Context: an optimization exercise on an open-source flow, tuned for small area. The choices shown serve that exercise and are no tape-out recipe. RTL that was checked went through simulation tests only; none was proved equivalent to the original. For run 6, only the layout was checked, not whether the RTL still works. In runs 1 to 4, 6 and 7 the design's own scripts or RTL, not TritonCTS, make the clock network. The clock input has no modelled driver; a real chip could not lean on it and would need a root buffer or a full tree. Power and IR drop assume default switching activity.

**config.mk**
```make
export PLATFORM = sky130hd
export DESIGN_NAME = ri_codec
export DESIGN_NICKNAME = ri_codec
export VERILOG_FILES = /design/flow/design.v
export SDC_FILE = /design/flow/constraint.sdc
export NUM_CORES = 4
export LEC_CHECK = 0
export CAP_MARGIN = 20
export CORE_MARGIN = 2
export CORE_UTILIZATION = 70
export PLACE_DENSITY = 0.8
export SLEW_MARGIN = 20
```
**constraint.sdc**
```tcl
create_clock -name core_clock -period 10.0 [get_ports {clk}]
set_input_delay 2.0000 -clock core_clock [delete_from_list [all_inputs] [get_ports {clk}]]
set_output_delay 2.0000 -clock core_clock [all_outputs]
set_load 0.01 [all_outputs]
```
**design.v**
```verilog
module ri_codec (
    input  wire        clk,
    input  wire        rst_n,
    input  wire        tick,          
    input  wire        edge_valid,    
    input  wire        edge_rising,   
    input  wire        uart_valid,    
    input  wire [7:0]  uart_data,
    output wire        ri_out,        
    output wire        input_en,      
    output wire        frame_active,  
    output wire        rx_valid,      
    output wire [11:0] rx_cmd,
    output wire        tx_valid,      
    output wire [15:0] tx_cmd
);
    reg  [15:0] pt;        
    reg  [3:0]  tk;        
    reg  [11:0] bbuf;      
    reg         fip;       
    reg  [2:0]  len;       
    reg         bad;       
    reg         lastx;     
    reg  [15:0] val;       
    reg         act;       
    reg         pin;       
    reg  [3:0]  ph;        
    reg  [1:0]  q;         
    wire       ph_hdr = (ph == 4'd0);
    wire       ph_trl = (ph == 4'd13);
    wire       bitv   = ph[1] ? (ph[0] ? val[13] : val[14])
                              : (ph[0] ? val[15] : val[12]);
    wire       c100 = pt[6] & pt[5] & pt[2];
    wire       c200 = pt[7] & pt[6] & pt[3];
    wire       c300 = pt[8] & pt[5] & pt[3] & pt[2];
    wire       c400 = pt[8] & pt[7] & pt[4];
    wire       hit  = act & (pin ? (ph_hdr ? c300 : c100)
                                 : (ph_hdr ? c400 : ((bitv & !ph_trl) ? c300 : c200)));
    wire       go_low      = hit & pin;
    wire       phase_end   = hit & !pin;
    wire       phase_start = phase_end & !ph_trl;
    wire       done        = phase_end & ph_trl;
    wire ev_frame = (q == 2'b01);
    wire ev_bit   = q[1];
    wire ev_uart  = len[2] & len[1];
    wire tx_start = ev_uart & !bad & !lastx;
    wire tk12     = (tk == 4'd12);
    wire tk13     = (tk == 4'd13);
    wire act_mid   = tx_start | (act & !done);
    wire armed_mid = act ? done : !tx_start;
    wire zero_pt   = tx_start | phase_start | done;
    wire [2:0] len_mid = ev_uart ? 3'd0 : len;
    wire edge_taken = edge_valid & !act_mid;
    wire hdr  = pt > 16'd250 && pt < 16'd350;
    wire one  = pt > 16'd150 && pt < 16'd250;
    wire zro  = pt > 16'd50  && pt < 16'd150;
    wire edge_put = edge_taken & !zero_pt & (edge_rising ? hdr : (one | zro));
    wire uart_taken = uart_valid & armed_mid;
    wire       is_x   = (uart_data == 8'h78);
    wire       is_dig = (uart_data[7:4] == 4'h3) & (uart_data[3:0] <= 4'd9);
    wire       is_let = (uart_data[7:6] == 2'b01) & (uart_data[4:3] == 2'b00) &
                        (uart_data[2:0] != 3'd0) & (uart_data[2:0] != 3'd7);
    wire [3:0] nib    = uart_data[6] ? {1'b0, uart_data[2:0]} + 4'd9 : uart_data[3:0];
    wire       rot    = phase_start & (ph[1:0] == 2'b00);
    always @(posedge clk) begin
        if (!rst_n) begin
            pt    <= 16'd0;
            tk    <= 4'd0;
            fip   <= 1'b0;
            len   <= 3'd0;
            act   <= 1'b0;
            pin   <= 1'b0;
            q     <= 2'b00;
        end else begin
            pt <= ((zero_pt | edge_taken) ? 16'd0 : pt) + {15'd0, tick};
            act <= act_mid;
            if (tx_start) begin
                pin <= 1'b1;
            end else if (go_low) begin
                pin <= 1'b0;
            end else if (phase_start) begin
                pin <= 1'b1;
            end
            if (ev_frame) begin
                tk  <= 4'd0;
                fip <= 1'b1;
            end else if (ev_bit) begin
                if (tk12) begin
                    tk  <= 4'd13;
                    fip <= 1'b0;
                end else begin
                    tk  <= tk + 4'd1;
                end
            end else if (tk13) begin
                tk <= 4'd0;
            end
            q <= edge_put ? (edge_rising ? 2'b01 : {1'b1, one}) : 2'b00;
            len <= uart_taken ? len_mid + 3'd1 : len_mid;
        end
    end
    always @(posedge clk) begin
        if (tx_start)
            ph <= 4'd15;
        else if (phase_start || ph == 4'd15)
            ph <= ph + 4'd1;
        if (ev_bit)
            bbuf <= {bbuf[10:0], q[0]};
        if (uart_taken) begin
            lastx <= is_x;
            bad   <= !is_x & (!(is_dig | is_let) | (bad & (len_mid != 3'd0)));
        end
        if (rot)
            val <= {val[11:0], val[15:12]};
        else if (uart_taken)
            val <= is_x ? 16'd0 : {val[11:0], nib};
    end
    assign ri_out       = pin;
    assign input_en     = !act;
    assign frame_active = fip;
    assign rx_valid     = tk13;
    assign rx_cmd       = bbuf;
    assign tx_valid     = act & (ph == 4'd15);
    assign tx_cmd       = val;
endmodule
```
**flow/run.sh**
```bash
#!/bin/bash
# The standard layout (the standard.sh, standard synthesis included) with
# two changes:
#  - the port buffers are the smallest buffer, buf_1, instead of the default;
#  - the clock tree is built by flow/manual_cts.tcl (a PRE_CTS_TCL hook): the
#    clock port drives 4 clkbuf_8, each driving one cluster of registers.
# All tool output goes to standard.log here and to ORFS's logs under orfs/.
set -euo pipefail
here=$(pwd)
export BUFFER_PORTS_ARGS="-buffer_cell sky130_fd_sc_hd__buf_1"
export PRE_CTS_TCL="$here/flow/manual_cts.tcl"
export MANUAL_CTS_CELL=sky130_fd_sc_hd__clkbuf_8
export MANUAL_CTS_COUNT=4
bash standard.sh > standard.log 2>&1
```
**flow/manual_cts.tcl**
```tcl
proc manual_clock_tree { cell k } {
  set block [ord::get_db_block]
  set master [[ord::get_db] findMaster $cell]
  set clknet [$block findNet clk]
  set sinks {}
  foreach iterm [$clknet getITerms] {
    set bb [[$iterm getInst] getBBox]
    lappend sinks [list $iterm [expr ([$bb xMin] + [$bb xMax]) / 2.0] [expr ([$bb yMin] + [$bb yMax]) / 2.0]]
  }
  set n [llength $sinks]
  set sorted [lsort -real -index 1 $sinks]
  set cx {}
  set cy {}
  for {set c 0} {$c < $k} {incr c} {
    set s [lindex $sorted [expr int(($c + 0.5) * $n / $k)]]
    lappend cx [lindex $s 1]
    lappend cy [lindex $s 2]
  }
  for {set it 0} {$it < 50} {incr it} {
    set sx [lrepeat $k 0.0]
    set sy [lrepeat $k 0.0]
    set cnt [lrepeat $k 0]
    set assign {}
    foreach s $sinks {
      set best 0
      set bd 1e30
      for {set c 0} {$c < $k} {incr c} {
        set d [expr abs([lindex $s 1] - [lindex $cx $c]) + abs([lindex $s 2] - [lindex $cy $c])]
        if {$d < $bd} {
          set bd $d
          set best $c
        }
      }
      lappend assign $best
      lset sx $best [expr [lindex $sx $best] + [lindex $s 1]]
      lset sy $best [expr [lindex $sy $best] + [lindex $s 2]]
      lset cnt $best [expr [lindex $cnt $best] + 1]
    }
    for {set c 0} {$c < $k} {incr c} {
      if {[lindex $cnt $c] > 0} {
        lset cx $c [expr [lindex $sx $c] / [lindex $cnt $c]]
        lset cy $c [expr [lindex $sy $c] / [lindex $cnt $c]]
      }
    }
  }
  set nets {}
  for {set c 0} {$c < $k} {incr c} {
    set inst [odb::dbInst_create $block $master clkbuf_leaf_$c]
    set net [odb::dbNet_create $block clknet_leaf_$c]
    $net setSigType CLOCK
    [$inst findITerm A] connect $clknet
    [$inst findITerm X] connect $net
    $inst setLocation [expr int([lindex $cx $c])] [expr int([lindex $cy $c])]
    $inst setPlacementStatus PLACED
    lappend nets $net
  }
  foreach s $sinks a $assign {
    set iterm [lindex $s 0]
    $iterm disconnect
    $iterm connect [lindex $nets $a]
  }
  puts "manual clock tree: $k x $cell for $n sinks, cluster sizes $cnt"
}

manual_clock_tree $::env(MANUAL_CTS_CELL) $::env(MANUAL_CTS_COUNT)
set_propagated_clock [all_clocks]

# The tree is built: make the flow's clock_tree_synthesis call a no-op.
rename clock_tree_synthesis ""
proc clock_tree_synthesis { args } {
  puts "clock_tree_synthesis skipped: clock tree built by manual_cts.tcl"
}
```
**standard.sh**
```bash
#!/bin/bash
# synth_recipe.tcl (not shown) runs the flow's synth.tcl, then flattens the netlist and writes it again
# the make line also repeats each setting of config.mk as NAME=value (left out here)
make -C /OpenROAD-flow-scripts/flow DESIGN_CONFIG=/design/flow/config.mk WORK_HOME=/design/flow/orfs CLKGATE_MAP_FILE= SYNTH_SCRIPT=/design/flow/synth_recipe.tcl "${@:-finish}"
```
==> results of run 1 <==
sequential cells by signal, summed over array words and instances, names as in the netlist:
register,flops
tk,4
lastx,1
len,3
ph,4
act,1
bad,1
pt,16
fip,1
q,2
bbuf,12
pin,1
val,16
routing by layer:
metal	wire, um	share of wire (%)	vias up	GRT usage, %
met3	218	3.7	3	1.73
met5	0	0	-	0
met4	40	0.68	0	2.56
li1	-	-	1168	-
met2	3080	52	52	42.9
met1	2540	43	1117	30.5
kinds of logic after synthesis:
| group | after synthesis | synth area share [%] |
|---|---|---|
| AOI/OAI and AO/OA | 52 | 11.8 |
| xor gates and xnor gates | 15 | 4.29 |
| adders and majority gates | 14 | 5.72 |
| buffers and inverters | 28 | 3.76 |
| DFF | 62 | 50.3 |
| muxes | 2 | 1.06 |
| and+or+nand+nor | 132 | 23.0 |
through the flow:
step                hold slack, ns  total power, mW  area (um^2)
CTS                          0.461            0.402         3300
global placement             0.427            0.308         3250
global route                 0.474            0.413         3300
finish                       0.463            0.401         3300
floorplan                    0.409            0.299         3060
detailed placement           0.426            0.310         3250
power by group:
group	switching (mW)	total, mW	internal (mW)	leakage (nW)
clock network	0.0598	0.0968	0.0370	0.0288
logic	0.0170	0.0281	0.0111	0.637
registers	0.00377	0.276	0.272	0.501
total	0.0805	0.401	0.320	1.17
cell usage after synthesis (all sizes together) (2+ instances only):
cell type / number / area [um^2]
inv: 17 / 63.8
nor3: 7 / 35.0
or3b: 2 / 17.5
a311oi: 2 / 17.5
nand4: 4 / 25.0
ha: 14 / 175
nor2b: 14 / 90.1
nor2: 30 / 113
edfxtp: 30 / 901
dfxtp: 32 / 641
or3: 3 / 23.8
xor2: 6 / 52.6
buf: 3 / 21.3
nor4b: 3 / 26.3
nand2b: 5 / 31.3
o21a: 2 / 15.0
and3: 9 / 57.6
a211o: 2 / 17.5
and2: 9 / 56.3
and4: 3 / 28.8
nor4: 3 / 18.8
a21oi: 16 / 80.1
clkbuf: 8 / 30.0
o21ai: 8 / 40.0
nand3: 16 / 80.1
xnor2: 9 / 78.8
a211oi: 5 / 37.5
nand2: 21 / 78.8
a31oi: 4 / 25.0
cell usage in the layout (no fill, tap or decap), drive strengths merged, types with 3 or more instances in the layout:
cell    netlist  routed
ha           14      14
and4          3       3
nand2b        5       5
a21oi        16      16
dfxtp        32      32
nand2        21      21
nor4          3       3
nand3        16      16
a211oi        5       5
clkbuf        8       4
nor2b        14      14
nor3          7       7
xor2          6       6
and3          9       9
buf           3      46
or3           3       3
nand4         4       4
inv          17      17
xnor2         9       9
edfxtp       30      30
nor2         30      30
a31oi         4       4
nor4b         3       3
o21ai         8       8
and2          9       9
path summary, 6_finish.rpt:
kind,startpoint,endpoint,slack [ns],cells after the start
setup reg to reg,ph[0]$_SDFFE_PP1P_,pt[10]$_SDFF_PN0_,6.68,14
hold reg to reg,bbuf[8]$_DFFE_PP_,bbuf[9]$_DFFE_PP_,0.46,0
hold / removal,bbuf[8]$_DFFE_PP_,bbuf[9]$_DFFE_PP_,0.46,0
setup / recovery,uart_data[0],val[5]$_DFFE_PP_,5.98,8
cell type report:
cell class	count	area, um^2
flip-flops and latches	62	1540
multi-input cells	215	1410
fillers	312	991
repair buffers	46	173
well taps	52	65.1
inverters	17	63.8
plain buffers	4	55.1
worst max-delay path: stages:
cell and delay [ns]:
buf_1 0.14, inv_1 0.08, ha_1 0.16, nand2b_1 0.08, nor4b_1 0.66, and2_1 0.27
nor2b_2 0.41, nor2b_1 0.10
==> impl_metrics.yaml, run 1 <==
status:
  status: "no timing/DRC/antenna violations"
pwr:
  leakagePower_nw: 1.17
  ir_worst_vdd_uv: 91.9
  p_per_area_mw_per_mm2: 121
finish:
  area_growth_syn_to_layout_pct: 7.89
  finalNonFillerCells: 396
  drive_gt1_share_pct: 4.07
  final_util_pct: 76.9
  layout.nets: 374
  antennaDiodeCount: 0
route:
  drtAntennaViolNets: 0
  drcViolationCount: 0
  drt_pre_antenna_iters: 4
  routed_wl_um: 5880
  viasPerCell: 5.91
  wl_per_cell_um: 14.9
  drtIter0Drc: 124
  vias: 2340
placed_design:
  dp_hpwl_um: 4360
  portBuffers: 46
  placed_cells: 392
  gp_congestion: 0.816
  preCtsSetupSlack_ns: 5.78
cts:
  cts-resized-gates: 0
  cts_setup_buffers: 0
  cts_hold_buf: 0
  clkLatencyLatePin_ns: 0.16
  clkTransAtPathRegs_ns: 0.08
floorplan:
  fp.dieH_um: 70.1
  start_util_pct: 71.3
  io_pins: 47
  die_w_um: 70.1
  fp.coreArea_mm2: 0.00429
  row_count: 24
  dieArea_mm2: 0.00492
yosys:
  synth_edf_count: 30
  ys_types: 52
  syn_inst: 305
  synth_nets: 333
  syn_area_per_cell_um2: 10.0
  ys_ff_latch: 62
  yosys_warnings: 1
  seq_area_frac_synth_pct: 50.3
  synthesis.area_mm2: 0.00306
  async_flop_share_pct: 0
  yosys_most_used_dff: "dfxtp_1"
timing:
  tns_ns: 0
  fin_crit_sh_pct: 40.2
  maxSlewViolCount: 0
  setup_viol: 0
  setup_slack_ns: 5.98
  fin_crit_ns: 4.02
  fin_worst_skew_ns: 0.0165
  worst_pin_slew_ns: 0.808
  hold_viol: 0
  rsz0062_at_grt: "no"
  slew_headroom_pct: 46.1
  fmax_mhz: 249
global_routing:
  grt_overflow_total: 0
  grt_max_degree: 20
  grt_pass1_wl_um: 9440
  antenna_found_initial: 0
  grt_pass1_vias: 2135
  grt_util_all_layers_pct: 23.0
min_path:
  hold_class: "reg2reg"
setup_path:
  cp.arrival_ns: 3.90
  cp.required_ns: 9.89
  end_kind: "register"
  cp-start-kind: "input pin"
  crit_fanout: 12
  crit_type: "in2reg"
run:
  drv_cap: 0
==> inputs of run 2 (changes only) <==
--- a/design.v
+++ b/design.v
@@ -51,9 +51,11 @@
     wire zero_pt   = tx_start | phase_start | done;
     wire [2:0] len_mid = ev_uart ? 3'd0 : len;
+    wire       pt_lo = ~|pt[15:9];
+    wire [8:0] x     = pt[8:0];
+    wire       hdr   = pt_lo & (x >= 9'd251) & (x <= 9'd349);
+    wire       bitw  = pt_lo & (x >= 9'd51) & (x <= 9'd249) & (x != 9'd150);
+    wire       one   = x[7] & (x[6:0] >= 7'd23);
     wire edge_taken = edge_valid & !act_mid;
-    wire hdr  = pt > 16'd250 && pt < 16'd350;
-    wire one  = pt > 16'd150 && pt < 16'd250;
-    wire zro  = pt > 16'd50  && pt < 16'd150;
-    wire edge_put = edge_taken & !zero_pt & (edge_rising ? hdr : (one | zro));
+    wire edge_put   = edge_valid & !act & !tx_start & (edge_rising ? hdr : bitw);
     wire uart_taken = uart_valid & armed_mid;
     wire       is_x   = (uart_data == 8'h78);
@@ -63,7 +65,18 @@
     wire [3:0] nib    = uart_data[6] ? {1'b0, uart_data[2:0]} + 4'd9 : uart_data[3:0];
     wire       rot    = phase_start & (ph[1:0] == 2'b00);
+    wire        pt_clr = !rst_n | zero_pt | edge_taken;
+    wire [15:0] pt_g   = pt & {16{!pt_clr}};
+    wire [16:0] pt_c;
+    assign pt_c[0] = tick & rst_n;
+    genvar gi;
+    generate
+        for (gi = 0; gi < 16; gi = gi + 1) begin : g_pt
+            assign pt_c[gi + 1] = pt_g[gi] & pt_c[gi];
+        end
+    endgenerate
+    always @(posedge clk)
+        pt <= pt_g ^ pt_c[15:0];
     always @(posedge clk) begin
         if (!rst_n) begin
-            pt    <= 16'd0;
             tk    <= 4'd0;
             fip   <= 1'b0;
@@ -73,5 +86,4 @@
             q     <= 2'b00;
         end else begin
-            pt <= ((zero_pt | edge_taken) ? 16'd0 : pt) + {15'd0, tick};
             act <= act_mid;
             if (tx_start) begin
==> flow/run.sh (replaced) <==
#!/bin/bash
# The standard layout (the standard.sh) with these changes:
#  - synthesis uses flow/synth.tcl: the standard synthesis script with an
#    area-oriented ABC script (flow/area.abc) for the logic mapping;
#  - the port buffers are the smallest buffer, buf_1, instead of the default;
#  - the clock tree is built by flow/manual_cts.tcl (a PRE_CTS_TCL hook): the
#    clock port drives 4 clkbuf_8, each driving one cluster of registers.
# Tool output goes to synth.log and standard.log here and to ORFS's logs.
set -euo pipefail
here=$(pwd)
export BUFFER_PORTS_ARGS="-buffer_cell sky130_fd_sc_hd__buf_1"
export PRE_CTS_TCL="$here/flow/manual_cts.tcl"
export MANUAL_CTS_CELL=sky130_fd_sc_hd__clkbuf_8
export MANUAL_CTS_COUNT=4
export MY_ABC_SCRIPT="$here/flow/area.abc"
sed "s#SYNTH_SCRIPT=[^ ]*#SYNTH_SCRIPT=$here/flow/synth.tcl#" standard.sh > own_synth.sh
grep -q "SYNTH_SCRIPT=$here/flow/synth.tcl" own_synth.sh
bash own_synth.sh synth > synth.log 2>&1
bash standard.sh > standard.log 2>&1
==> flow/area.abc (new file) <==
&get -n
&st
&dc2
&synch2
&dc2
&dch -f
&nf -R 1000
&put
topo
==> flow/synth.tcl (new file) <==
# The standard synthesis (synth_recipe.tcl, ORFS's synth.tcl) with one change:
# ORFS's abc call maps the logic with flow/area.abc, an area-oriented ABC
# script, instead of abc_speed.script. Registers are mapped before abc by
# dfflibmap as in the standard synthesis, so they are unchanged.
proc synth {args} { yosys synth -nofsm -noshare {*}$args }
proc abc {args} {
  set i [lsearch -exact $args -script]
  lset args [expr {$i + 1}] $::env(MY_ABC_SCRIPT)
  yosys abc {*}$args
}
source $::env(SCRIPTS_DIR)/synth.tcl
# left out here: clear keep_hierarchy, flatten, clean up, hide names made inside functions, write 1_2_yosys.v
==> run 2 against run 1 <==
  * Final cell count down 8.6%
  * Largest power group unchanged
  * Sequential share of layout area up 2.4 points
  * Critical path type unchanged
  * Routed wire length down 9.7%
  * Maximum frequency down 27%
  * Still clean
  * Area after synthesis down 7.2%
  * Core utilization up 2.7 points
  * Global-route usage up 0.41 points
==> impl_metrics.yaml, run 2 <==
cts:
  clkLatencyLatePin_ns: 0.16
  cts-resized-gates: 0
  clkTransAtPathRegs_ns: 0.10
  cts_setup_buffers: 0
  cts_hold_buf: 0
yosys:
  synthesis.area_mm2: 0.00284
  synthTopCellsByArea: "edfxtp_1 (32%), dfxtp_1 (23%), ha_1 (12%)"
  synth_compound_area_share_pct: 11.7
  yosys.area_share.adder_pct: 11.9
  syn_area_per_cell_um2: 10.9
  yosys_most_used_dff: "dfxtp_1"
  yosysTopAreaCell: "edfxtp_1"
  synthTopCellsByCount: "dfxtp_1 (32), edfxtp_1 (30), ha_1 (27), nand2_1 (22), o21ai_0 (18)"
  yosys_warnings: 1
  synth_most_common_cell: "dfxtp_1"
  ys_ff_latch: 62
  synth_top_area_share_pct: 31.7
  synth-simple-area-share_pct: 18.2
  seq_area_frac_synth_pct: 54.2
  synth_top_family_by_area: "simple AND/OR/NAND/NOR gates"
  muxShareOfSynthArea_pct: 1.14
  syn_inst: 261
  synth_nets: 302
  async_flop_share_pct: 0
  synth_edf_count: 30
  ys_types: 34
  synth-xor-area-share_pct: 0.925
setup_path:
  reg2reg_to: "pt[15]$_DFF_P_"
  timing.critical_path.to: "pt[15]$_DFF_P_"
  crit_fanout: 16
  cp.depth: 20
  cp-start-kind: "input pin"
  rr_worst_depth: 24
  cp.required_ns: 10.06
  cpLargestDelayFamily: "adder cells"
  cp.buffers_inverters: 1
  end_kind: "register"
  r2r_slack_ns: 4.65
  slowest_stage: "and2_0"
  crit_path_frequent_cell: "ha_1"
  crit_start: "rst_n"
  cp_cell_sequence: "buf_1 -> nand3_1 -> a21oi_1 -> and2_0 -> ha_1 -> ha_1 -> ha_1 -> ha_1 -> ha_1 -> ha_1 -> ha_1 -> ha_1 -> ha_1 -> ha_1 -> ha_1 -> ha_1 -> ha_1 -> ha_1 -> ha_1 -> xnor2_1"
  crit_type: "in2reg"
  cp.arrival_ns: 5.57
  r2r_start: "ph[0]$_SDFFE_PP1P_"
  cpPeakStageDelay_ns: 0.27
timing:
  fin_worst_skew_ns: 0.0266
  worst_pin_slew_ns: 0.823
  fin_hold_ws_ns: 0.457
  fin_crit_ns: 5.52
  maxSlewViolCount: 0
  rsz0062_at_grt: "no"
  tns_ns: 0
  fmax_mhz: 181
  slew_headroom_pct: 45.1
  hold_viol: 0
  fin_crit_sh_pct: 55.2
  setup_viol: 0
finish:
  final_common_cell: "buf_1"
  layout.nets: 355
  drive_gt1_share_pct: 1.92
  antennaDiodeCount: 0
  fillers: 265
  layout_common_cells: "buf_1 (46), dfxtp_1 (32), edfxtp_1 (30)"
  area_growth_syn_to_layout_pct: 10.5
  reg_top3: "pt x16, val x16, bbuf x12"
floorplan:
  fp.dieH_um: 67.7
  dieArea_mm2: 0.00458
  fp.coreArea_mm2: 0.00394
  die_w_um: 67.7
  row_count: 23
  io_pins: 47
  start_util_pct: 72.1
route:
  wl_per_cell_um: 14.7
  viasPerCell: 5.86
  routed_wl_um: 5310
  drtIter0Drc: 151
  drtAntennaViolNets: 0
  drcViolationCount: 0
  drt_pre_antenna_iters: 4
  vias: 2121
pwr:
  leakagePower_nw: 1.19
  seqPwrFrac_pct: 68.4
  ir_worst_vdd_uv: 104
  p_clk_share_pct: 23.3
  switching_share_pct: 20.7
  p_int_uw: 325
  p_sw_uw: 84.9
  combPwrFrac_pct: 8.3
  p_per_area_mw_per_mm2: 131
global_routing:
  antenna_found_initial: 0
  grt_util_all_layers_pct: 23.5
  grt_max_degree: 21
  grt_pass1_wl_um: 8340
  grt_overflow_total: 0
  grt_pass1_vias: 1812
placed_design:
  gp_congestion: 0.785
  portBuffers: 46
  dp_hpwl_um: 4050
min_path:
  hold_class: "reg2reg"
run:
  drv_cap: 0
status:
  status: "no timing/DRC/antenna violations"
[run 2: cell types whose count changed in the layout (fill, tap and decap cells not counted), sizes merged, moves of 6 or more]
cell / before / now
inv: 17 / 0
nor2: 30 / 14
clkinv: 0 / 14
ha: 14 / 27
nand3: 16 / 4
o21ai: 8 / 18
and2: 9 / 17
and3: 9 / 2
xnor2: 9 / 3
xor2: 6 / 0
[run 2: layout make-up]
| class | count | area [um^2] | share of cell area, % |
|---|---|---|---|
| Tap cell | 50 | 62.6 | 1.99 |
| Multi-Input combinational cell | 185 | 1250 | 39.7 |
| Sequential cell | 62 | 1540 | 49.1 |
| Inverter | 14 | 52.6 | 1.67 |
| Timing Repair Buffer | 47 | 180 | 5.74 |
| Buffer | 4 | 55.1 | 1.75 |
[run 2: cells by family after synthesis]
family	after synthesis
compound gates	55
fa+ha+maj	27
simple gates	98
buf+inv	14
mux	2
xor+xnor	3
flops	62
[run 2: worst register-to-register path, stage by stage (launching register included)]
cell,delay (ns)
dfxtp_1,0.39
clkinv_1,0.07
ha_1,0.20
nor3b_1,0.44
a41o_1,0.24
a21oi_1,0.05
o31ai_1,0.41
a21oi_1,0.37
and2_0,0.27
ha_1,0.20
ha_1,0.18
ha_1,0.18
ha_1,0.18
ha_1,0.17
ha_1,0.18
ha_1,0.18
ha_1,0.18
ha_1,0.18
ha_1,0.18
ha_1,0.18
ha_1,0.17
ha_1,0.18
ha_1,0.19
ha_1,0.19
xnor2_1,0.12
[run 2: worst min path at each step]
stage | slack [ns] | cells past startpoint | from | endpoint
finish | 0.46 | 0 | bbuf[6]$_DFFE_PP_ | bbuf[7]$_DFFE_PP_
global route | 0.47 | 0 | bbuf[8]$_DFFE_PP_ | bbuf[9]$_DFFE_PP_
CTS | 0.46 | 0 | bbuf[8]$_DFFE_PP_ | bbuf[9]$_DFFE_PP_
detailed placement | 0.44 | 0 | bbuf[3]$_DFFE_PP_ | bbuf[4]$_DFFE_PP_
global placement | 0.43 | 0 | bbuf[4]$_DFFE_PP_ | bbuf[5]$_DFFE_PP_
floorplan | 0.44 | 0 | q[0]$_SDFF_PN0_ | bbuf[0]$_DFFE_PP_
[run 2: metal layers]
metal  vias to the layer above  wire [um]  part of all wire, %  GRT usage (%)
met1                      1003       2370                   45           32.7
met4                         0         58                  1.1           3.06
met2                        62       2570                   48           40.0
met3                         7        309                  5.8           3.33
met5                         -          0                    0              0
li1                       1049          -                    -              -
[run 2: power by group through the flow]
stage          Combinational [mW]  Sequential, mW  Clock, mW
5_1_grt                    0.0395           0.282      0.105
6_report                   0.0341           0.280     0.0957
3_5_place_dp               0.0339           0.286          0
2_1_floorplan              0.0199           0.287          0
3_3_place_gp               0.0329           0.286          0
4_1_cts                    0.0343           0.281     0.0975
[run 2: per-stage QoR]
stage               instances  instance area (um^2)  util [%]  setup WS [ns]  total power, mW
floorplan                 261                  2840         -           4.78            0.307
global placement          358                  3080      78.2           4.38            0.319
detailed placement        358                  3080      78.2           4.27            0.320
CTS                       362                  3140      79.6           4.44            0.412
global route              362                  3140      79.6           4.10            0.426
finish                    362                  3140      79.6           4.48            0.410
==> inputs of run 3 (changes only) <==
==> flow/area.abc (replaced) <==
&get -n
&st
&dc2
&dc2
&dc2
&dch -f
&nf -R 1000
&put
topo
==> flow/synth.tcl (replaced) <==
# The standard synthesis (synth_recipe.tcl, ORFS's synth.tcl) with two changes:
# - no adder extraction (ADDER_MAP_FILE emptied), so abc maps the adders and
#   counters as plain logic;
# - ORFS's abc call maps the logic with flow/area.abc, an area-oriented ABC
#   script, instead of abc_speed.script.
# Registers are mapped before abc by dfflibmap as in the standard synthesis,
# so they are unchanged.
set ::env(ADDER_MAP_FILE) ""
proc synth {args} { yosys synth -nofsm -noshare {*}$args }
proc abc {args} {
  set i [lsearch -exact $args -script]
  lset args [expr {$i + 1}] $::env(MY_ABC_SCRIPT)
  yosys abc {*}$args
}
source $::env(SCRIPTS_DIR)/synth.tcl
# left out here: clear keep_hierarchy, flatten, clean up, hide names made inside functions, write 1_2_yosys.v
==> run 3 against run 2 <==
  * Total power fell by 3.0%
  * Register-to-register slack better by 0.75 ns
  * First-iteration DRC count up 53%
  * Maximum frequency rose by 4.2%
  * Global-route usage increased by 2.9 points
  * Worst hold slack worse by 0.025 ns
  * Critical endpoint unchanged
==> impl_metrics.yaml, run 3 <==
pwr:
  ir_worst_vdd_uv: 123
  seqPwrFrac_pct: 69.7
  combPwrFrac_pct: 6.2
  p_per_area_mw_per_mm2: 139
  p_sw_uw: 78.7
  switching_share_pct: 19.8
  p_clk_share_pct: 24.1
  p_int_uw: 319
  total_power_uw: 398
  leakagePower_nw: 0.961
yosys:
  syn_inst: 247
  yosys_most_used_dff: "dfxtp_1"
  synthesis.area_mm2: 0.00257
  yosysTopAreaCell: "edfxtp_1"
  synthTopCellsByCount: "dfxtp_1 (32), a21oi_1 (31), edfxtp_1 (30), nand2_1 (30), nor2_1 (21)"
  synthTopCellsByArea: "edfxtp_1 (35%), dfxtp_1 (25%), a21oi_1 (6.0%)"
  async_flop_share_pct: 0
  synth_most_common_cell: "dfxtp_1"
  yosys_warnings: 1
  syn_area_per_cell_um2: 10.4
  synth_nets: 261
  synth_top_area_share_pct: 35.0
  synth_edf_count: 30
  ys_types: 40
  ys_ff_latch: 62
  seq_area_frac_synth_pct: 59.9
setup_path:
  cp.arrival_ns: 5.40
  slowest_stage: "buf_1"
  cp_cell_sequence: "buf_1 -> nand2_1 -> a211oi_1 -> and4_1 -> nand2_1 -> nor3_1 -> and3_1 -> nand2_1 -> nor2_1 -> nand2_1 -> nor2_1 -> and2_0 -> and3_1 -> nand2_1 -> nor2_1 -> nand2_1 -> nor2_1 -> a21oi_1 -> a21oi_1"
  crit_path_frequent_cell: "nand2_1"
  cpLargestDelayFamily: "simple AND/OR/NAND/NOR gates"
  reg2reg_to: "pt[15]$_DFF_P_"
  end_kind: "register"
  cp.required_ns: 10.10
  crit_type: "in2reg"
  r2r_start: "ph[0]$_SDFFE_PP1P_"
  cp-start-kind: "input pin"
  cp.buffers_inverters: 1
  cpPeakStageDelay_ns: 0.32
  crit_fanout: 10
  rr_worst_depth: 22
  r2r_slack_ns: 5.40
finish:
  reg_top3: "pt x16, val x16, bbuf x12"
  design_area_mm2: 0.00287
  final_common_cell: "buf_1"
  fillers: 255
  layout.nets: 314
  drive_gt1_share_pct: 2.01
  antennaDiodeCount: 0
  area_growth_syn_to_layout_pct: 11.5
  layout_common_cells: "buf_1 (46), dfxtp_1 (32), a21oi_1 (31)"
min_path:
  hold_end: "bbuf[0]$_DFFE_PP_"
  hold_class: "reg2reg"
  hold_start: "q[0]$_SDFF_PN0_"
  whs_path_depth: 0
route:
  drt_pre_antenna_iters: 4
  wl_per_cell_um: 15.0
  drtIter0Drc: 231
  drcViolationCount: 0
  viasPerCell: 6.03
  routed_wl_um: 5210
  vias: 2086
  drtAntennaViolNets: 0
floorplan:
  dieArea_mm2: 0.00418
  row_count: 22
  fp.dieH_um: 64.7
  start_util_pct: 71.4
  fp.coreArea_mm2: 0.00361
  io_pins: 47
  die_w_um: 64.7
cts:
  cts_setup_buffers: 0
  cts-resized-gates: 0
  cts_hold_buf: 0
  clkLatencyLatePin_ns: 0.16
  clkTransAtPathRegs_ns: 0.10
timing:
  fin_worst_skew_ns: 0.0176
  fmax_mhz: 189
  fin_crit_ns: 5.30
  rsz0062_at_grt: "no"
  fin_hold_ws_ns: 0.433
  setup_slack_ns: 4.70
  maxSlewViolCount: 0
  setup_viol: 0
  hold_viol: 0
  fin_crit_sh_pct: 53.0
  tns_ns: 0
  slew_headroom_pct: 41.2
  worst_pin_slew_ns: 0.880
global_routing:
  grt_max_degree: 20
  grt_overflow_total: 0
  antenna_found_initial: 0
  grt_pass1_vias: 1984
  grt_util_all_layers_pct: 26.3
  grt_pass1_wl_um: 8880
placed_design:
  dp_hpwl_um: 3870
  preCtsSetupSlack_ns: 4.56
  place_area_mm2: 0.00282
  portBuffers: 46
  gp_congestion: 0.882
status:
  status: "no timing/DRC/antenna violations"
run:
  drv_cap: 0
-- run 3: cell types whose count changed in the layout (fill, tap and decap cells not counted), sizes merged, moves of 4 or more --
cell and change:
ha -27, a21oi +16, nor2b -11, clkinv -9, nand2 +8, nor2 +7, nand4 -6, and3 +5
o21ai -5, xor2 +5, o21a -4
-- run 3: through the flow --
stage / util, % / instances
finish: 79.6 / 346
detailed placement: 78.1 / 342
global placement: 78.1 / 342
global route: 79.6 / 346
floorplan: - / 247
CTS: 79.6 / 346
-- run 3: cell type report --
type	instances	area [um^2]	area share, %
plain buffers	4	55.1	1.92
inverters	5	18.8	0.654
multi-input cells	180	1010	35.4
flip-flops and latches	62	1540	53.7
well taps	48	60.1	2.09
repair buffers	47	180	6.28
-- run 3: cell families after synthesis --
group / share of synthesized area [%]
multiplexers: 0.875
XOR/XNOR: 2.38
AND/OR/NAND/NOR: 20.0
flip-flops: 59.9
buffers and inverters: 0.729
AO/OA/AOI/OAI: 16.2
-- run 3: metal layers --
metal | up-vias | share of wire, % | wire (um) | global-route usage, %
li1 | 1022 | - | - | -
met1 | 993 | 43 | 2250 | 36.5
met2 | 62 | 50 | 2600 | 47.1
met3 | 9 | 5.6 | 293 | 2.43
met4 | 0 | 1.2 | 63 | 2.39
met5 | - | 0 | 0 | 0
-- run 3: worst max-delay path by stage --
stage	slack [ns]	from	endpoint	depth (start not counted)
after floorplan	4.34	rst_n	pt[15]$_DFF_P_	18
after global placement	4.80	rst_n	pt[15]$_DFF_P_	19
after detailed placement	4.56	rst_n	pt[15]$_DFF_P_	19
after CTS	4.71	rst_n	pt[15]$_DFF_P_	19
after global routing	4.25	rst_n	pt[15]$_DFF_P_	19
final	4.70	rst_n	pt[15]$_DFF_P_	19
-- run 3: worst register-to-register path, stage by stage, from the launching register on --
cell and delay, ns:
dfxtp_1 0.50, mux4_2 0.58, nand2_1 0.09, a21oi_1 0.06, a41oi_1 0.22, nor3_1 0.15
a211oi_1 0.29, and4_1 0.30, nand2_1 0.12, nor3_1 0.31, and3_1 0.27, nand2_1 0.10
nor2_1 0.19, nand2_1 0.10, nor2_1 0.15, and2_0 0.19, and3_1 0.23, nand2_1 0.10
nor2_1 0.21, nand2_1 0.11, nor2_1 0.15, a21oi_1 0.06, a21oi_1 0.10
-- run 3: power groups by stage --
| stage | combinational (mW) | clock, mW | sequential [mW] |
|---|---|---|---|
| 2_1_floorplan | 0.0121 | 0 | 0.284 |
| 3_3_place_gp | 0.0234 | 0 | 0.283 |
| 3_5_place_dp | 0.0245 | 0 | 0.284 |
| 4_1_cts | 0.0246 | 0.0967 | 0.278 |
| 5_1_grt | 0.0278 | 0.106 | 0.278 |
| 6_report | 0.0245 | 0.0959 | 0.278 |
==> inputs of run 4 (changes only) <==
--- a/design.v
+++ b/design.v
@@ -21,5 +21,4 @@
     reg  [2:0]  len;       
     reg         bad;       
-    reg         lastx;     
     reg  [15:0] val;       
     reg         act;       
@@ -44,5 +43,5 @@
     wire ev_bit   = q[1];
     wire ev_uart  = len[2] & len[1];
-    wire tx_start = ev_uart & !bad & !lastx;
+    wire tx_start = ev_uart & !bad;
     wire tk12     = (tk == 4'd12);
     wire tk13     = (tk == 4'd13);
@@ -119,6 +118,6 @@
             bbuf <= {bbuf[10:0], q[0]};
         if (uart_taken) begin
-            lastx <= is_x;
-            bad   <= !is_x & (!(is_dig | is_let) | (bad & (len_mid != 3'd0)));
+            bad   <= (len_mid == 3'd5) ? is_x | !(is_dig | is_let) | bad
+                                       : !is_x & (!(is_dig | is_let) | (bad & (len_mid != 3'd0)));
         end
         if (rot)
==> run 4 against run 3 <==
  * First-iteration DRC count fell by 15%
  * Clock skew is 0.0073 ns lower
  * Synthesized cell count grew 0.81%
  * Area after synthesis fell by 0.44%
  * Worst hold slack better by 0.021 ns
  * Critical path type unchanged
  * Sequential power decreased by 1%
  * Sequential share of layout area shrank 0.79 points
  * Total power is 1.1% lower
  * Maximum frequency grew 0.86%
  * Global-route usage shrank 0.78 points
  * Die area down 0.40%
==> impl_metrics.yaml, run 4 <==
status:
  status: "no timing/DRC/antenna violations"
route:
  drtAntennaViolNets: 0
  drcViolationCount: 0
  viasPerCell: 6.05
  wl_per_cell_um: 15.2
  drtIter0Drc: 197
  routed_wl_um: 5250
  drt_pre_antenna_iters: 6
  vias: 2095
cts:
  clkLatencyLatePin_ns: 0.15
  clkTransAtPathRegs_ns: 0.09
  cts-resized-gates: 0
  cts_hold_buf: 0
  cts_setup_buffers: 0
pwr:
  leakagePower_nw: 0.980
  p_clk_share_pct: 23.7
  p_per_area_mw_per_mm2: 138
  p_sw_uw: 77.9
  ir_worst_vdd_uv: 96.4
  p_int_uw: 316
  seqPwrFrac_pct: 69.5
  switching_share_pct: 19.8
  combPwrFrac_pct: 6.8
yosys:
  synth-xor-area-share_pct: 2.73
  yosysTopAreaCell: "edfxtp_1"
  syn_inst: 249
  synthTopCellsByArea: "edfxtp_1 (34%), dfxtp_1 (25%), a21oi_1 (6.2%)"
  synth_top_area_share_pct: 34.0
  ys_types: 37
  synth_nets: 263
  yosys.area_share.adder_pct: 0
  synth_top_family_by_area: "simple AND/OR/NAND/NOR gates"
  synthesis.area_mm2: 0.00256
  seq_area_frac_synth_pct: 59.0
  muxShareOfSynthArea_pct: 0.878
  synth_compound_area_share_pct: 15.2
  yosys_most_used_dff: "dfxtp_1"
  async_flop_share_pct: 0
  ys_ff_latch: 61
  synth_edf_count: 29
  yosys_warnings: 1
  syn_area_per_cell_um2: 10.3
  synth-simple-area-share_pct: 21.0
  synthTopCellsByCount: "a21oi_1 (32), dfxtp_1 (32), edfxtp_1 (29), nand2_1 (26), nor2_1 (23)"
setup_path:
  r2r_start: "ph[0]$_SDFFE_PP1P_"
  cpLargestDelayFamily: "simple AND/OR/NAND/NOR gates"
  crit_fanout: 19
  crit_start: "rst_n"
  cp-start-kind: "input pin"
  cp.buffers_inverters: 2
  end_kind: "register"
  cp.arrival_ns: 5.33
  slowest_stage: "and4_1"
  cpPeakStageDelay_ns: 0.28
  cp_cell_sequence: "buf_1 -> nand3_1 -> a21oi_1 -> buf_4 -> and4_1 -> nand2_1 -> nor2_1 -> and2_0 -> and3_1 -> nand2_1 -> nor2_1 -> nand2_1 -> nor2_1 -> and2_0 -> and3_1 -> nand2_1 -> nor2_1 -> nand2_1 -> nor2_1 -> a21oi_1 -> a21oi_1"
  crit_type: "in2reg"
  cp.required_ns: 10.08
finish:
  final_util_pct: 83.6
  layout_common_cells: "buf_1 (46), a21oi_1 (32), dfxtp_1 (32)"
  final_common_cell: "buf_1"
  antennaDiodeCount: 0
  area_growth_syn_to_layout_pct: 11.4
  drive_gt1_share_pct: 2.00
  reg_top3: "pt x16, val x16, bbuf x12"
  fillers: 209
  layout.nets: 316
  design_area_mm2: 0.00286
floorplan:
  fp.dieH_um: 64.5
  io_pins: 47
  start_util_pct: 75.1
  fp.coreArea_mm2: 0.00342
  die_w_um: 64.5
  row_count: 21
  dieArea_mm2: 0.00416
placed_design:
  place_area_mm2: 0.00280
  gp_congestion: 0.831
  portBuffers: 46
  dp_hpwl_um: 3910
min_path:
  hold_start: "q[0]$_SDFF_PN0_"
  hold_class: "reg2reg"
global_routing:
  antenna_found_initial: 0
  grt_pass1_vias: 1861
  grt_overflow_total: 0
  grt_pass1_wl_um: 8490
  grt_max_degree: 20
  grt_util_all_layers_pct: 25.5
timing:
  slew_headroom_pct: 52.6
  worst_pin_slew_ns: 0.710
  setup_viol: 0
  fmax_mhz: 190
  fin_crit_ns: 5.25
  fin_crit_sh_pct: 52.5
  fin_worst_skew_ns: 0.0103
  rsz0062_at_grt: "no"
  tns_ns: 0
  maxSlewViolCount: 0
  hold_viol: 0
run:
  drv_cap: 0
-- run 4: stage by stage --
step | power (mW) | instances | setup WS (ns) | hold WS [ns]
after floorplan | 0.294 | 249 | 4.73 | 0.401
after global placement | 0.304 | 342 | 4.77 | 0.422
after detailed placement | 0.306 | 342 | 4.63 | 0.421
after CTS | 0.395 | 346 | 4.76 | 0.453
after global routing | 0.407 | 346 | 4.22 | 0.462
final | 0.394 | 346 | 4.75 | 0.453
-- run 4: worst paths after layout --
check / to / slack [ns] / depth (start not counted)
max reg2reg: pt[15]$_DFF_P_ / 5.27 / 24
min reg2reg: bbuf[0]$_DFFE_PP_ / 0.45 / 0
max: pt[15]$_DFF_P_ / 4.75 / 21
min: bbuf[0]$_DFFE_PP_ / 0.45 / 0
-- run 4: final cells by class --
class                      instances  area, um^2  share of cell area (%)
sequential                        61        1510                    52.9
multi-input combinational        180        1020                    35.8
timing repair buffer              47         180                    6.31
tap                               46        57.6                    2.01
buffer                             4        55.1                    1.93
inverter                           8        30.0                    1.05
-- run 4: power by group through the flow --
stage                     registers [mW]  logic (mW)  clock network (mW)
final                              0.274      0.0267              0.0934
after global routing               0.275      0.0295               0.102
after CTS                          0.273      0.0267              0.0949
after detailed placement           0.279      0.0266                   0
after global placement             0.279      0.0254                   0
after floorplan                    0.280      0.0139                   0
-- run 4: cells by family (layout without fill, tap and decap cells) --
kind of cell,Yosys count,in the layout
compound gates,66,66
xor+xnor,8,8
simple gates,105,105
flops,61,61
buf+inv,8,59
mux,1,1
-- run 4: per-layer routing --
metal	global-route usage [%]	up-vias	wire, um
met4	3.99	0	63
li1	-	1015	-
met1	34.4	977	2200
met3	1.39	8	315
met5	0	-	0
met2	46.9	95	2680
==> inputs of run 5 (changes only) <==
--- a/flow/run.sh
+++ b/flow/run.sh
@@ -12,5 +12,5 @@
 export PRE_CTS_TCL="$here/flow/manual_cts.tcl"
 export MANUAL_CTS_CELL=sky130_fd_sc_hd__clkbuf_8
-export MANUAL_CTS_COUNT=4
+export MANUAL_CTS_COUNT=3
 export MY_ABC_SCRIPT="$here/flow/area.abc"
 sed "s#SYNTH_SCRIPT=[^ ]*#SYNTH_SCRIPT=$here/flow/synth.tcl#" standard.sh > own_synth.sh
--- a/config.mk
+++ b/config.mk
@@ -8,5 +8,5 @@
 export CAP_MARGIN = 20
 export CORE_MARGIN = 2
-export CORE_UTILIZATION = 70
-export PLACE_DENSITY = 0.8
+export CORE_UTILIZATION = 85
+export PLACE_DENSITY = 0.9
 export SLEW_MARGIN = 20
==> run 5 against run 4 <==
  * The run now fails in global placement without I/O
  * Area after synthesis unchanged
  * Synthesized cell count unchanged
==> impl_metrics.yaml, run 5 <==
status:
  stop_error: "[ERROR GPL-0301] Utilization 101.502 % exceeds 100%."
  stop_stage: "global placement without I/O"
  status: "aborted with a tool error"
yosys:
  yosysTopAreaCell: "edfxtp_1"
  synthesis.area_mm2: 0.00256
  synth_nets: 263
  seq_area_frac_synth_pct: 59.0
  ys_types: 37
  yosys_most_used_dff: "dfxtp_1"
  synth_edf_count: 29
  syn_area_per_cell_um2: 10.3
  yosys_warnings: 1
  synth_top_area_share_pct: 34.0
  synthTopCellsByCount: "a21oi_1 (32), dfxtp_1 (32), edfxtp_1 (29), nand2_1 (26), nor2_1 (23)"
  ys_ff_latch: 61
  synthTopCellsByArea: "edfxtp_1 (34%), dfxtp_1 (25%), a21oi_1 (6.2%)"
  async_flop_share_pct: 0
  syn_inst: 249
floorplan:
  die_w_um: 58.9
  row_count: 19
  fp.dieH_um: 58.9
  start_util_pct: 91.4
[run 5: cell counts after synthesis]
Identical to the previous run, type by type.
[run 5: logic make-up after synthesis]
group / Yosys count / synth area share, %
and+or+nand+nor: 105 / 21.0
DFF: 61 / 59.0
AOI/OAI and AO/OA: 66 / 15.2
xor gates and xnor gates: 8 / 2.73
muxes: 1 / 0.878
buffers and inverters: 8 / 1.17
==> inputs of run 6 (changes only) <==
--- a/design.v
+++ b/design.v
@@ -25,5 +25,4 @@
     reg         pin;       
     reg  [3:0]  ph;        
-    reg  [1:0]  q;         
     wire       ph_hdr = (ph == 4'd0);
     wire       ph_trl = (ph == 4'd13);
@@ -40,10 +39,10 @@
     wire       phase_start = phase_end & !ph_trl;
     wire       done        = phase_end & ph_trl;
-    wire ev_frame = (q == 2'b01);
-    wire ev_bit   = q[1];
     wire ev_uart  = len[2] & len[1];
     wire tx_start = ev_uart & !bad;
     wire tk12     = (tk == 4'd12);
     wire tk13     = (tk == 4'd13);
+    wire tk14     = (tk == 4'd14);
+    wire tk15     = (tk == 4'd15);
     wire act_mid   = tx_start | (act & !done);
     wire armed_mid = act ? done : !tx_start;
@@ -57,4 +56,6 @@
     wire edge_taken = edge_valid & !act_mid;
     wire edge_put   = edge_valid & !act & !tx_start & (edge_rising ? hdr : bitw);
+    wire put_bit    = edge_put & !edge_rising;
+    wire put_frame  = edge_put & edge_rising;
     wire uart_taken = uart_valid & armed_mid;
     wire       is_x   = (uart_data == 8'h78);
@@ -83,5 +84,4 @@
             act   <= 1'b0;
             pin   <= 1'b0;
-            q     <= 2'b00;
         end else begin
             act <= act_mid;
@@ -93,18 +93,17 @@
                 pin <= 1'b1;
             end
-            if (ev_frame) begin
+            if (put_frame) begin
+                tk  <= 4'd15;
+            end else if (put_bit) begin
+                tk  <= tk12 ? 4'd14 : tk + 4'd1;
+            end else if (tk15) begin
                 tk  <= 4'd0;
                 fip <= 1'b1;
-            end else if (ev_bit) begin
-                if (tk12) begin
-                    tk  <= 4'd13;
-                    fip <= 1'b0;
-                end else begin
-                    tk  <= tk + 4'd1;
-                end
+            end else if (tk14) begin
+                tk  <= 4'd13;
+                fip <= 1'b0;
             end else if (tk13) begin
-                tk <= 4'd0;
+                tk  <= 4'd0;
             end
-            q <= edge_put ? (edge_rising ? 2'b01 : {1'b1, one}) : 2'b00;
             len <= uart_taken ? len_mid + 3'd1 : len_mid;
         end
@@ -115,6 +114,6 @@
         else if (phase_start || ph == 4'd15)
             ph <= ph + 4'd1;
-        if (ev_bit)
-            bbuf <= {bbuf[10:0], q[0]};
+        if (put_bit)
+            bbuf <= {bbuf[10:0], one};
         if (uart_taken) begin
             bad   <= (len_mid == 3'd5) ? is_x | !(is_dig | is_let) | bad
--- a/flow/run.sh
+++ b/flow/run.sh
@@ -12,5 +12,5 @@
 export PRE_CTS_TCL="$here/flow/manual_cts.tcl"
 export MANUAL_CTS_CELL=sky130_fd_sc_hd__clkbuf_8
-export MANUAL_CTS_COUNT=3
+export MANUAL_CTS_COUNT=4
 export MY_ABC_SCRIPT="$here/flow/area.abc"
 sed "s#SYNTH_SCRIPT=[^ ]*#SYNTH_SCRIPT=$here/flow/synth.tcl#" standard.sh > own_synth.sh
--- a/config.mk
+++ b/config.mk
@@ -8,5 +8,5 @@
 export CAP_MARGIN = 20
 export CORE_MARGIN = 2
-export CORE_UTILIZATION = 85
-export PLACE_DENSITY = 0.9
+export CORE_UTILIZATION = 70
+export PLACE_DENSITY = 0.8
 export SLEW_MARGIN = 20
==> run 6 against run 5 <==
  * The run now finishes clean
  * Area after synthesis up 0.15%
  * Synthesized cell count rose by 3.6%
==> impl_metrics.yaml, run 6 <==
floorplan:
  die_w_um: 64.6
  row_count: 22
  dieArea_mm2: 0.00417
  io_pins: 47
  start_util_pct: 71.2
  fp.dieH_um: 64.6
  fp.coreArea_mm2: 0.00361
global_routing:
  grt_max_degree: 20
  grt_pass1_wl_um: 7930
  grt_util_all_layers_pct: 23.2
  antenna_found_initial: 0
  grt_overflow_total: 0
  grt_pass1_vias: 1752
route:
  drtAntennaViolNets: 0
  top_layer_used: "met4"
  drtIter0Drc: 157
  drcViolationCount: 0
  viasPerCell: 5.78
  wl_met1_um: 2260
  routed_wl_um: 4860
  drt_pre_antenna_iters: 4
  vias: 2063
  wl_met3_um: 181
  wl_met2_um: 2380
  wl_per_cell_um: 13.6
setup_path:
  cp.buffers_inverters: 2
  crit_path_frequent_cell: "nand2_1"
  end_kind: "register"
  cpLargestDelayFamily: "simple AND/OR/NAND/NOR gates"
  crit_type: "in2reg"
  slowest_stage: "buf_1"
  cp_cell_sequence: "buf_1 -> nand2_1 -> a211oi_1 -> buf_4 -> and4_1 -> nand2_1 -> nor3_1 -> and3_1 -> nand2_1 -> nor2_1 -> nand2_1 -> nor2_1 -> and2_0 -> and3_1 -> nand2_1 -> nor2_1 -> nand2_1 -> nor2_1 -> a21oi_1 -> a21oi_1"
  cp.arrival_ns: 5.57
  crit_fanout: 19
  cpPeakStageDelay_ns: 0.40
  cp.required_ns: 10.08
  cp-start-kind: "input pin"
yosys:
  yosysTopAreaCell: "edfxtp_1"
  synth_top_family_by_area: "simple AND/OR/NAND/NOR gates"
  synth_top_area_share_pct: 33.9
  syn_area_per_cell_um2: 9.95
  yosys.area_share.adder_pct: 0
  yosys_warnings: 1
  synth_compound_area_share_pct: 17.3
  synth-simple-area-share_pct: 21.1
  synthesis.area_mm2: 0.00257
  synthTopCellsByArea: "edfxtp_1 (34%), dfxtp_1 (23%), a21oi_1 (5.8%)"
  muxShareOfSynthArea_pct: 0.877
  seq_area_frac_synth_pct: 57.3
  synthTopCellsByCount: "a21oi_1 (30), dfxtp_1 (30), nand2_1 (30), edfxtp_1 (29), nor2_1 (26)"
  synth_nets: 272
  syn_inst: 258
  yosys_most_used_dff: "dfxtp_1"
  async_flop_share_pct: 0
  synth_edf_count: 29
  ys_ff_latch: 59
  ys_types: 35
  synth-xor-area-share_pct: 2.73
status:
  status: "no timing/DRC/antenna violations"
placed_design:
  dp_hpwl_um: 3630
  portBuffers: 46
  preCtsSetupSlack_ns: 4.37
  gp_congestion: 0.844
finish:
  layout_common_cells: "buf_1 (46), nand2_1 (30), a21oi_1 (30), dfxtp_1 (30), edfxtp_1 (29)"
  reg_top3: "pt x16, val x16, bbuf x12"
  final_util_pct: 79.5
  final_common_cell: "buf_1"
  layout.nets: 325
  antennaDiodeCount: 0
  area_growth_syn_to_layout_pct: 11.6
  drive_gt1_share_pct: 2.27
  fillers: 257
  multi_input_comb_area_mm2: 0.00108
  final-seq-area_mm2: 0.00147
cts:
  cts_hold_buf: 0
  clkLatencyLatePin_ns: 0.16
  clkTransAtPathRegs_ns: 0.10
  cts_setup_buffers: 0
  cts-resized-gates: 0
pwr:
  leakagePower_nw: 0.971
  total_power_uw: 384
  p_per_area_mw_per_mm2: 134
  ir_worst_vdd_uv: 116
timing:
  setup_viol: 0
  hold_viol: 0
  fin_crit_sh_pct: 54.9
  fin_worst_skew_ns: 0.0260
  worst_pin_slew_ns: 0.693
  tns_ns: 0
  rsz0062_at_grt: "no"
  maxSlewViolCount: 0
  fin_crit_ns: 5.49
  slew_headroom_pct: 53.7
  setup_slack_ns: 4.51
  fmax_mhz: 182
  fin_hold_ws_ns: 0.448
run:
  drv_cap: 0
min_path:
  hold_class: "reg2reg"
## run 6: metal layers
metal	GRT usage, %	vias to the layer above
met1	32.4	957
met2	41.9	39
met4	2.66	0
met3	1.22	4
met5	0	-
li1	-	1063
## run 6: final cells by class
cell class,instances,share of cell area [%]
flip-flops and latches,59,51.4
plain buffers,4,1.92
multi-input cells,194,37.7
repair buffers,47,6.29
inverters,5,0.655
well taps,48,2.10
## run 6: cell families (layout without fill, tap and decap cells)
family / Yosys count / in the layout
and+or+nand+nor: 110 / 110
buffers and inverters: 5 / 56
xor gates and xnor gates: 8 / 8
muxes: 1 / 1
AOI/OAI and AO/OA: 75 / 75
DFF: 59 / 59
## run 6: power by group
part           internal [mW]  switching, mW  total, mW  leakage (nW)
Clock                 0.0369         0.0557     0.0926        0.0288
Sequential             0.260        0.00572      0.266         0.545
Combinational         0.0106         0.0156     0.0262         0.397
## run 6: path summary, 6_finish.rpt
| kind | from | cells after the start | slack, ns | end |
|---|---|---|---|---|
| max | rst_n | 20 | 4.51 | pt[15]$_DFF_P_ |
| min | bbuf[1]$_DFFE_PP_ | 0 | 0.45 | bbuf[2]$_DFFE_PP_ |
| max reg2reg | ph[0]$_SDFFE_PP1P_ | 24 | 4.96 | pt[15]$_DFF_P_ |
| min reg2reg | bbuf[1]$_DFFE_PP_ | 0 | 0.45 | bbuf[2]$_DFFE_PP_ |
## run 6: metrics by stage
stage | std cells | cell area, um^2
after floorplan | 258 | 2570
after global placement | 353 | 2810
after detailed placement | 353 | 2810
after CTS | 357 | 2860
after global routing | 357 | 2870
final | 357 | 2870
==> inputs of run 7 (changes only) <==
--- a/design.v
+++ b/design.v
@@ -24,9 +24,9 @@
     reg         act;       
     reg         pin;       
-    reg  [3:0]  ph;        
+    wire [3:0] ph     = val[15:12];    
     wire       ph_hdr = (ph == 4'd0);
     wire       ph_trl = (ph == 4'd13);
-    wire       bitv   = ph[1] ? (ph[0] ? val[13] : val[14])
-                              : (ph[0] ? val[15] : val[12]);
+    wire       bitv   = ph[1] ? (ph[0] ? val[9] : val[10])
+                              : (ph[0] ? val[11] : val[8]);
     wire       c100 = pt[6] & pt[5] & pt[2];
     wire       c200 = pt[7] & pt[6] & pt[3];
@@ -39,5 +39,6 @@
     wire       phase_start = phase_end & !ph_trl;
     wire       done        = phase_end & ph_trl;
-    wire ev_uart  = len[2] & len[1];
+    wire ev_uart  = len[2] & len[1] & !len[0];
+    wire txv      = len[2] & len[1] & len[0];
     wire tx_start = ev_uart & !bad;
     wire tk12     = (tk == 4'd12);
@@ -48,5 +49,5 @@
     wire armed_mid = act ? done : !tx_start;
     wire zero_pt   = tx_start | phase_start | done;
-    wire [2:0] len_mid = ev_uart ? 3'd0 : len;
+    wire [2:0] len_mid = (len[2] & len[1]) ? 3'd0 : len;
     wire       pt_lo = ~|pt[15:9];
     wire [8:0] x     = pt[8:0];
@@ -64,5 +65,6 @@
                         (uart_data[2:0] != 3'd0) & (uart_data[2:0] != 3'd7);
     wire [3:0] nib    = uart_data[6] ? {1'b0, uart_data[2:0]} + 4'd9 : uart_data[3:0];
-    wire       rot    = phase_start & (ph[1:0] == 2'b00);
+    wire       rot    = phase_start & (ph[1:0] == 2'b00) & (ph[3] | ph[2]);
+    wire       clr_x  = uart_taken & is_x;
     wire        pt_clr = !rst_n | zero_pt | edge_taken;
     wire [15:0] pt_g   = pt & {16{!pt_clr}};
@@ -106,12 +108,8 @@
                 tk  <= 4'd0;
             end
-            len <= uart_taken ? len_mid + 3'd1 : len_mid;
+            len <= tx_start ? 3'd7 : uart_taken ? len_mid + 3'd1 : len_mid;
         end
     end
     always @(posedge clk) begin
-        if (tx_start)
-            ph <= 4'd15;
-        else if (phase_start || ph == 4'd15)
-            ph <= ph + 4'd1;
         if (put_bit)
             bbuf <= {bbuf[10:0], one};
@@ -120,8 +118,16 @@
                                        : !is_x & (!(is_dig | is_let) | (bad & (len_mid != 3'd0)));
         end
+        if (txv)
+            val[15:12] <= 4'd0;
+        else if (phase_start)
+            val[15:12] <= ph + 4'd1;
+        else if (uart_taken)
+            val[15:12] <= clr_x ? 4'd0 : val[11:8];
+        if (rot || uart_taken)
+            val[11:4] <= clr_x ? 8'd0 : val[7:0];
         if (rot)
-            val <= {val[11:0], val[15:12]};
+            val[3:0] <= val[11:8];
         else if (uart_taken)
-            val <= is_x ? 16'd0 : {val[11:0], nib};
+            val[3:0] <= clr_x ? 4'd0 : nib;
     end
     assign ri_out       = pin;
@@ -130,5 +136,5 @@
     assign rx_valid     = tk13;
     assign rx_cmd       = bbuf;
-    assign tx_valid     = act & (ph == 4'd15);
+    assign tx_valid     = txv;
     assign tx_cmd       = val;
 endmodule
==> flow/area.abc (replaced) <==
&get -n
&st
&deepsyn -J 20
&dch -f
&nf -R 1000
&put
topo
==> run 7 against run 6 <==
  * Critical path depth shrank 8
  * Worst hold slack lost 0.019 ns
  * Synthesized cell count shrank 6.2%
  * Flip-flop and latch count shrank 4
  * Area after synthesis shrank 6.4%
  * Clock power shrank 4.9%
  * Largest cell class unchanged
==> impl_metrics.yaml, run 7 <==
cts:
  cts_hold_buf: 0
  clkLatencyLatePin_ns: 0.17
  cts_setup_buffers: 0
  clkTransAtPathRegs_ns: 0.12
  cts-resized-gates: 0
min_path:
  whs_path_depth: 0
  hold_start: "bbuf[3]$_DFFE_PP_"
  hold_class: "reg2reg"
  hold_end: "bbuf[4]$_DFFE_PP_"
status:
  status: "no timing/DRC/antenna violations"
route:
  vias: 2035
  drt_pre_antenna_iters: 4
  drtIter0Drc: 208
  drtAntennaViolNets: 0
  wl_per_cell_um: 14.1
  drcViolationCount: 0
  viasPerCell: 6.00
  routed_wl_um: 4780
yosys:
  synthTopCellsByCount: "dfxtp_1 (30), edfxtp_1 (25), a21oi_1 (22), nor2_1 (22), nand2_1 (21)"
  ys_types: 40
  seq_area_frac_synth_pct: 56.2
  ys_ff_latch: 55
  synth_nets: 256
  yosysTopAreaCell: "edfxtp_1"
  syn_area_per_cell_um2: 9.93
  synth_edf_count: 25
  syn_inst: 242
  synth_top_area_share_pct: 31.2
  yosys_warnings: 1
  async_flop_share_pct: 0
  synth_most_common_cell: "dfxtp_1"
  synthTopCellsByArea: "edfxtp_1 (31%), dfxtp_1 (25%), a21oi_1 (4.6%)"
  synthesis.area_mm2: 0.00240
  yosys_most_used_dff: "dfxtp_1"
timing:
  fin_crit_sh_pct: 44.3
  slew_headroom_pct: 44.4
  fmax_mhz: 226
  worst_pin_slew_ns: 0.833
  tns_ns: 0
  fin_worst_skew_ns: 0.0507
  maxSlewViolCount: 0
  rsz0062_at_grt: "no"
  hold_viol: 0
  fin_crit_ns: 4.43
  setup_viol: 0
finish:
  design_area_mm2: 0.00270
  area_growth_syn_to_layout_pct: 12.4
  final_common_cell: "buf_1"
  reg_top3: "pt x16, val x16, bbuf x12"
  fillers: 240
  multi_input_comb_area_mm2: 0.00102
  final-seq-area_mm2: 0.00135
  antennaDiodeCount: 0
  layout_common_cells: "buf_1 (46), dfxtp_1 (30), edfxtp_1 (25)"
  layout.nets: 309
  drive_gt1_share_pct: 2.39
placed_design:
  gp_congestion: 0.881
  portBuffers: 46
  place_area_mm2: 0.00264
  dp_hpwl_um: 3460
setup_path:
  r2r_start: "val[12]$_SDFFE_PP0P_"
  reg2reg_to: "val[0]$_DFFE_PP_"
  cp_cell_sequence: "buf_1 -> and3_1 -> and2_0 -> and3_1 -> and3_1 -> and3_1 -> and2_0 -> and3_1 -> and2_0 -> nand3_1 -> xor2_1 -> nor2_1"
  cp-start-kind: "input pin"
  rr_worst_depth: 11
  cpPeakStageDelay_ns: 0.26
  crit_fanout: 4
  cp.required_ns: 10.01
  end_kind: "register"
  r2r_slack_ns: 6.54
  slowest_stage: "and3_1"
  crit_type: "in2reg"
  crit_start: "tick"
  cp.arrival_ns: 4.45
  crit_path_frequent_cell: "and3_1"
pwr:
  leakagePower_nw: 0.920
  seqPwrFrac_pct: 67.9
  p_int_uw: 290
  combPwrFrac_pct: 8.1
  p_per_area_mw_per_mm2: 136
  ir_worst_vdd_uv: 127
  p_clk_share_pct: 24.1
  switching_share_pct: 20.9
  p_sw_uw: 76.5
floorplan:
  row_count: 21
  fp.coreArea_mm2: 0.00331
  io_pins: 47
  fp.dieH_um: 62.6
  die_w_um: 62.6
  start_util_pct: 72.6
  dieArea_mm2: 0.00392
global_routing:
  busiest_layer: "met2"
  grt_pass1_wl_um: 7780
  grtUsageMet2_pct: 39.8
  grt_max_degree: 24
  grt_util_all_layers_pct: 23.6
  use_met3_pct: 1.80
  antenna_found_initial: 0
  grt_overflow_total: 0
  grtUsageMet1_pct: 35.3
  grt_pass1_vias: 1711
run:
  drv_cap: 0
run 7: changes by cell type in the layout (fill, tap and decap cells not counted), sizes merged, moves of 5 or more:
cell,before,now
a21oi,30,22
a31oi,9,4
and2,18,4
nand2,30,21
nor3,5,19
clkinv,5,10
o21ai,16,11
nor2b,3,8
run 7: per-layer routing:
layer	up-vias	part of all wire [%]
li1	1004	-
met1	971	47
met2	56	48
met3	4	4.7
met4	0	0.71
met5	-	0
run 7: final cells by class:
cell class,count,share of cell area (%)
Sequential cell,55,50.0
Buffer,4,2.04
Tap cell,46,2.13
Multi-Input combinational cell,177,37.8
Inverter,10,1.39
Timing Repair Buffer,47,6.67
run 7: logic make-up (layout without fill, tap and decap cells):
family,after synthesis,after routing,share of synthesized area (%)
AOI/OAI and AO/OA,57,57,14.7
xor gates and xnor gates,8,8,2.92
buffers and inverters,10,61,1.56
DFF,55,55,56.2
muxes,1,1,0.937
and+or+nand+nor,111,111,23.7
run 7: power by group through the flow:
stage / combinational, mW / clock [mW] / sequential, mW
after floorplan: 0.0159 / 0 / 0.254
final: 0.0296 / 0.0881 / 0.249
after global routing: 0.0327 / 0.0974 / 0.250
after global placement: 0.0283 / 0 / 0.253
after detailed placement: 0.0293 / 0 / 0.253
after CTS: 0.0294 / 0.0891 / 0.248
run 7: per-stage QoR:
step	instances	hold WS [ns]	power (mW)	utilization (%)	setup slack (ns)
floorplan	242	0.462	0.270	-	5.89
global placement	335	0.429	0.281	79.8	5.63
detailed placement	335	0.434	0.283	79.8	5.49
CTS	339	0.441	0.367	81.4	5.56
global route	339	0.453	0.380	81.6	5.37
finish	339	0.429	0.366	81.6	5.57
run 7: critical path, delay by kind of cell:
family / cells / cell delay, ns
and+or+nand+nor: 10 / 2.13
xor gates and xnor gates: 1 / 0.16
buffers and inverters: 1 / 0.16
run 7: worst max-delay path by stage:
stage	endpoint	slack, ns
after floorplan	pt[15]$_DFF_P_	5.89
after global placement	pt[15]$_DFF_P_	5.63
after detailed placement	pt[15]$_DFF_P_	5.49
after CTS	pt[15]$_DFF_P_	5.56
after global routing	pt[15]$_DFF_P_	5.37
final	pt[15]$_DFF_P_	5.57

[afterwards: timing with drivers on the ports]
The flow's constraints put no driver on any port. The routed layouts listed below were extracted and timed again, unchanged, in two steps.
Step 1: set_driving_cell puts a clkbuf_16 on clk and a buf_2 on each other input, an assumption about the parent block.
Step 2 adds t to the input delays and takes it off the output delays; t is the mean of the earliest and latest rising clock arrival at the registers after step 1. Input paths then give back, and output paths get back, about the clock's delay inside the block.
a / b / c = ideal ports / drivers / drivers and shift; a / b = the first two.
run | shift t [ns] | slack for setup (ns) | hold slack, ns | worst setup path at the end | worst data-port slew with drivers (ns)
run 1 | 0.207 | 5.985 / 6.022 / 5.815 | 0.463 / 0.463 / 0.463 | input to register | 0.04
run 2 | 0.209 | 4.484 / 4.522 / 4.314 | 0.457 / 0.457 / 0.457 | input to register | 0.03
run 3 | 0.210 | 4.704 / 4.738 / 4.528 | 0.433 / 0.433 / 0.433 | input to register | 0.03
run 4 | 0.203 | 4.750 / 4.785 / 4.582 | 0.453 / 0.453 / 0.453 | input to register | 0.03
run 6 | 0.207 | 4.507 / 4.542 / 4.335 | 0.448 / 0.448 / 0.448 | input to register | 0.03
run 7 | 0.199 | 5.568 / 5.595 / 5.396 | 0.429 / 0.429 / 0.429 | input to register | 0.03
After both steps setup and hold are still met in every run listed. For run 3, which loses most, drivers alone change the setup slack by +0.034 ns; drivers and shift together by -0.176 ns.
